What follows belongs to an exercise in optimizing a design on an open flow for small area; a production flow would make more cautious choices. The RTL was checked by simulation tests, not by an equivalence proof against the original design. No driver is modelled on the clock port, so clocking that relies on it looks cheaper here than on a real chip.

==> inputs of 02-09 <==
## wiegand_core
module wiegand_core (
    input  wire        clk,
    input  wire        rst,
    input  wire [2:0]  cfg,          
    input  wire        op_valid,
    input  wire [2:0]  op,
    input  wire        lineA,        
    input  wire        lineB,
    input  wire [31:0] now,          
    output reg         digit_valid,
    output wire [3:0]  digit,
    output reg         code_valid,
    output wire [23:0] code,
    output reg         data_valid,
    output wire [23:0] data,
    output reg         state_valid,
    output wire [7:0]  state
);
    localparam [2:0] OP_INIT  = 3'd0;
    localparam [2:0] OP_BIT   = 3'd1;
    localparam [2:0] OP_TICK  = 3'd2;
    localparam [2:0] OP_QUERY = 3'd3;
    localparam [2:0] OP_RESET = 3'd4;
    reg [24:0] frame;
    integer    fj;
    reg [4:0]  pos;               
    reg        par1;              
    reg        par2;              
    reg [31:0] acc_code;
    reg [2:0]  mul_cnt;           
    reg        mul_zero;          
    reg [3:1]  mul_prev;          
    reg        mul_carry;
    reg        acc_zero;          
    reg        f_conn;            
    reg        f_logic;           
    reg [7:1]  snapshot;          
    reg        first_pending;     
    reg [31:0] nlast;             
    reg        always_send;
    reg        byte_reorder;
    reg        keypad_en;
    reg        was_query;
    wire is_init  = rst | (op_valid & (op == OP_INIT));
    wire is_bit   = ~rst & op_valid & (op == OP_BIT);
    wire is_tick  = ~rst & op_valid & (op == OP_TICK);
    wire is_query = ~rst & op_valid & (op == OP_QUERY);
    wire is_reset = ~rst & op_valid & (op == OP_RESET);
    wire conn_now = lineA & lineB;
    wire [13:0] ec;
    wire [12:0] elo;
    assign ec[0] = 1'b1;
    genvar ei;
    generate for (ei = 0; ei < 13; ei = ei + 1) begin : sub
        assign elo[ei]  = now[ei] ^ nlast[ei] ^ ec[ei];
        assign ec[ei+1] = (now[ei] & nlast[ei]) | (ec[ei] & (now[ei] ^ nlast[ei]));
    end endgenerate
    wire [31:13] hc = {now[30:13] | nlast[30:13], ec[13]};
  ...
Settings: LEC_CHECK=0, CAP_MARGIN=20, CORE_MARGIN=2, CORE_UTILIZATION=65, SLEW_MARGIN=20; clock period 16.0 ns.
standard.sh (not shown) runs the stock make flow with config.mk's settings and CLKGATE_MAP_FILE= SYNTH_SCRIPT=/design/flow/synth_recipe.tcl, a recipe that flattens the netlist after the stock synthesis.
==> flow/flow/run.sh <==
#!/bin/bash
# The standard layout (standard.sh, unchanged synthesis and steps), with
# - the port buffers that placement inserts made sky130_fd_sc_hd__buf_1
#   instead of the buffer buffer_ports picks by default (every port still
#   gets a buffer);
# - clock tree synthesis without dummy loads on the clock tree's leaves.
set -euo pipefail
export BUFFER_PORTS_ARGS="-buffer_cell sky130_fd_sc_hd__buf_1"
export CTS_ARGS="-sink_clustering_enable -repair_clock_nets -buf_list sky130_fd_sc_hd__clkbuf_4 -dont_use_dummy_load"
bash standard.sh > standard.log 2>&1
==> 05-22 (differences from 02-09) <==
--- a/flow/design.v
+++ b/flow/design.v
@@ -55,22 +55,28 @@
         assign elo[ei]  = now[ei] ^ nlast[ei] ^ ec[ei];
         assign ec[ei+1] = (now[ei] & nlast[ei]) | (ec[ei] & (now[ei] ^ nlast[ei]));
     end endgenerate
     wire [31:13] hc = {now[30:13] | nlast[30:13], ec[13]};
     wire [31:13] hx = (now[31:13] ^ hc) ^ nlast[31:13];
     wire         hi_zero = ~|hx;
-    wire         gt5000  = ~hi_zero | (elo > 13'd5000);
-    wire         gt20    = ~hi_zero | (elo > 13'd20);
+    wire ge5001 = elo[12] & (elo[11] | elo[10] | (elo[9] & elo[8] & elo[7] &
+                  (elo[6] | elo[5] | elo[4] | (elo[3] & (elo[2] | elo[1] | elo[0])))));
+    wire ge21   = (|elo[12:5]) | (elo[4] & (elo[3] | (elo[2] & (elo[1] | elo[0]))));
+    wire         gt5000  = ~hi_zero | ge5001;
+    wire         gt20    = ~hi_zero | ge21;
     wire        timed     = is_bit | is_tick;
     wire        key_idle  = timed & gt5000;
     wire        frame_gap = timed & gt20 & (pos != 5'd31);
     wire       logic_fault = (lineA == lineB);
     wire       bit_value   = ~logic_fault & ~lineB;
     wire [4:0] wp          = frame_gap ? 5'd31 : pos;
     wire       first_half  = (wp == 5'd31) | (wp < 5'd12);
-    wire       slot_d      = bit_value & (wp != 5'd0);
+    wire       slot_clr    = is_bit & (wp == 5'd0);
+    wire       slot_set    = is_bit & bit_value;
+    wire [2:0] set_grp     = {3{slot_set}} & {grp == 2'd2, grp == 2'd1, grp == 2'd0};
+    wire [7:0] sel_bit     = 8'd1 << wp[2:0];
     wire [1:0] grp         = (byte_reorder & ~wp[3]) ? {~wp[4], 1'b0} : wp[4:3];
     wire       key_pos   = (wp == 5'd6);
     wire       last_pos  = (wp == 5'd24);
     wire [6:1] low_bits   = byte_reorder ? frame[22:17] : frame[6:1];
     wire [3:0] key_n1     = {low_bits[3:1], frame[0]};
     wire [3:0] key_n2     = {bit_value, low_bits[6:4]};
@@ -154,15 +160,13 @@
             else
                 par2 <= par2 ^ bit_value;
         end
         if (is_bit & (wp == 5'd31))
             frame[0] <= bit_value;
         for (fj = 0; fj < 24; fj = fj + 1)
-            if (is_bit & (((grp == fj[4:3]) & (wp[2:0] == fj[2:0]) & (wp != 5'd24)) | (wp == 5'd0)))
-                frame[fj + 1] <= (fj == 0)  ? (bit_value & ((wp != 5'd0) | ~byte_reorder)) :
-                                 (fj == 16) ? (bit_value & ((wp != 5'd0) |  byte_reorder)) : slot_d;
+            frame[fj + 1] <= (frame[fj + 1] & ~slot_clr) | (set_grp[fj / 8] & sel_bit[fj % 8]);
         if (step0 | busy) begin
             acc_code <= {msum[3:0], acc_code[31:4]};
             mul_cnt  <= mul_cnt + 3'd1;
         end
         if (step0)
             mul_zero <= acc_is0;
==> flow/flow/run.sh (replaced) <==
#!/bin/bash
# The standard layout (standard.sh, unchanged synthesis and steps), with
# - the port buffers that placement inserts made sky130_fd_sc_hd__buf_1
#   instead of the buffer buffer_ports picks by default (every port still
#   gets a buffer);
# - clock tree synthesis with clkbuf_4 buffers and no dummy loads on the
#   clock tree's leaves;
# - after floorplanning, each combinational cell at its family's smallest
#   drive strength (flow/downsize.tcl); later repair steps upsize as needed;
# - after clock tree synthesis, leaf clock buffers with slow clock-pin slews
#   made clkbuf_8 (flow/clkfix.tcl).
set -euo pipefail
export BUFFER_PORTS_ARGS="-buffer_cell sky130_fd_sc_hd__buf_1"
export CTS_ARGS="-sink_clustering_enable -repair_clock_nets -buf_list sky130_fd_sc_hd__clkbuf_4 -dont_use_dummy_load"
export POST_FLOORPLAN_TCL="$PWD/flow/downsize.tcl"
export POST_CTS_TCL="$PWD/flow/clkfix.tcl"
bash standard.sh > standard.log 2>&1
==> flow/flow/clkfix.tcl (new file) <==
estimate_parasitics -placement
set limit 0.090
set n 0
foreach inst [get_cells clkbuf_*] {
  if {[get_property $inst ref_name] ne "sky130_fd_sc_hd__clkbuf_4"} { continue }
  set out [get_pins -of_objects $inst -filter "direction==output"]
  set worst 0.0
  set fanout 0
  foreach p [get_pins -of_objects [get_nets -of_objects $out] -filter "direction==input"] {
    if {![get_property [get_cells -of_objects $p] is_sequential]} { continue }
    incr fanout
    foreach e {rise fall} {
      set s [get_property $p slew_max_$e]
      if {$s > $worst} { set worst $s }
    }
  }
  puts "clkfix: [get_full_name $inst] fanout $fanout slew [format %.4f $worst]"
  if {$fanout > 0 && $worst > $limit} {
    replace_cell [get_full_name $inst] sky130_fd_sc_hd__clkbuf_8
    incr n
  }
}
puts "clkfix: $n clock buffers made clkbuf_8"
if {$n > 0} {
  detailed_placement
  check_placement -verbose
  estimate_parasitics -placement
}
==> flow/flow/downsize.tcl (new file) <==
# Give every combinational cell the smallest drive strength of its family.
# Runs at the end of floorplanning, before placement; the later repair steps
# (repair_design, repair_timing) upsize again wherever slew, capacitance or
# timing need it. Flip-flops, buffers and tie cells keep their cells.
set db [ord::get_db]
set block [ord::get_db_block]
set dont_use $::env(DONT_USE_CELLS)
set n 0
set saved 0.0
foreach inst [$block getInsts] {
  set master [$inst getMaster]
  set name [$master getName]
  if {![regexp {^(sky130_fd_sc_hd__[a-z0-9]+)_([0-9]+)$} $name -> base drive]} { continue }
  if {[regexp {__(s?e?df|dl|conb|tap|fill|decap|diode|buf|clkbuf|clkdly|dlygate|probe|lpflow)} $base]} { continue }
  set area [expr {double([$master getWidth]) * [$master getHeight]}]
  set best ""
  set best_area $area
  foreach d {0 1 2 4} {
    set cand "${base}_$d"
    if {$cand eq $name || [lsearch -exact $dont_use $cand] >= 0} { continue }
    set m [$db findMaster $cand]
    if {$m eq "NULL" || $m eq ""} { continue }
    set a [expr {double([$m getWidth]) * [$m getHeight]}]
    if {$a < $best_area} { set best $cand; set best_area $a }
  }
  if {$best ne ""} {
    replace_cell [$inst getName] $best
    incr n
    set saved [expr {$saved + ($area - $best_area) / 1e6}]
  }
}
puts "downsize: $n cells made smaller, [format %.1f $saved] um2 less"
==> results by group <==
Run status
  • Stage where the run ended: 4_1_cts
  • Run Error: Error: cts.tcl, 90 instance objects do not have a is_sequential property.
  • Run status: did not finish

Place
  • Post-DP Area: 6420 um2

Yosys
  • Simple-gate share of the synthesized area: 14.8%
  • Syn Inst Count: 596
  • Synth top area cells: dfxtp_1 24%, edfxtp_1 23%, fa_1 4.5%
  • Main combinational cell family by area after synthesis: compound AO/OA/AOI/OAI gates
  • Cell taking the most area after synthesis: dfxtp_1

Floorplanning
  • # rows: 35
-- figures above: 05-22

==> results by group <==
CTS
  • Hold_buf cts: 0

STA
  • Setup violators final: 0

Run status
  • Run status: complete, no violations

Worst setup path
  • Critical Path Fanout Max: 21
  • CP startpoint kind: primary input
  • Flop-to-flop setup slack: 6.99 ns

Global route
  • Vias in the first global route: 4530
  • GR peak layer: met2

Drt
  • Final wirelength: 13.2 mm
  • Top layer in use: met4
  • Vias per inst: 5.79

Floorplanning
  • Die H: 104 um
  • # rows: 36

Yosys
  • Simple-gate share of the synthesized area: 16.8%
  • Main combinational cell family by area after synthesis: simple AND/OR/NAND/NOR gates
  • Synth top area cells: edfxtp_1 33%, dfxtp_1 15%, fa_1 4.3%
  • Syn Inst Count: 623
  • Cell taking the most area after synthesis: edfxtp_1

Finish
  • Clock buffers: 17

Place
  • Post-DP Area: 6800 um2
-- figures above: 02-09

separate check: timing with driven ports:
No port has a modelled driver above. Below, the same layout with a new extraction and two added sets of constraints. Step 1: set_driving_cell puts a clkbuf_16 on clk and a buf_2 on each other input, an assumption about the parent block. Step 2 also shifts input and output timing later by t, the mid clock arrival at the registers, as if the neighbouring blocks saw the same clock. a / b / c = ideal / step 1 / step 2; a / b = the first two.
run: 02-09
shift t [ns]: 0.559
setup slack, ns: 4.503 / 4.515 / 3.956
cell pins on the clock port's net: 1
After both steps 02-09 still meets setup and hold. For 02-09, drivers alone change the setup slack by +0.012 ns; drivers and shift together by -0.547 ns.
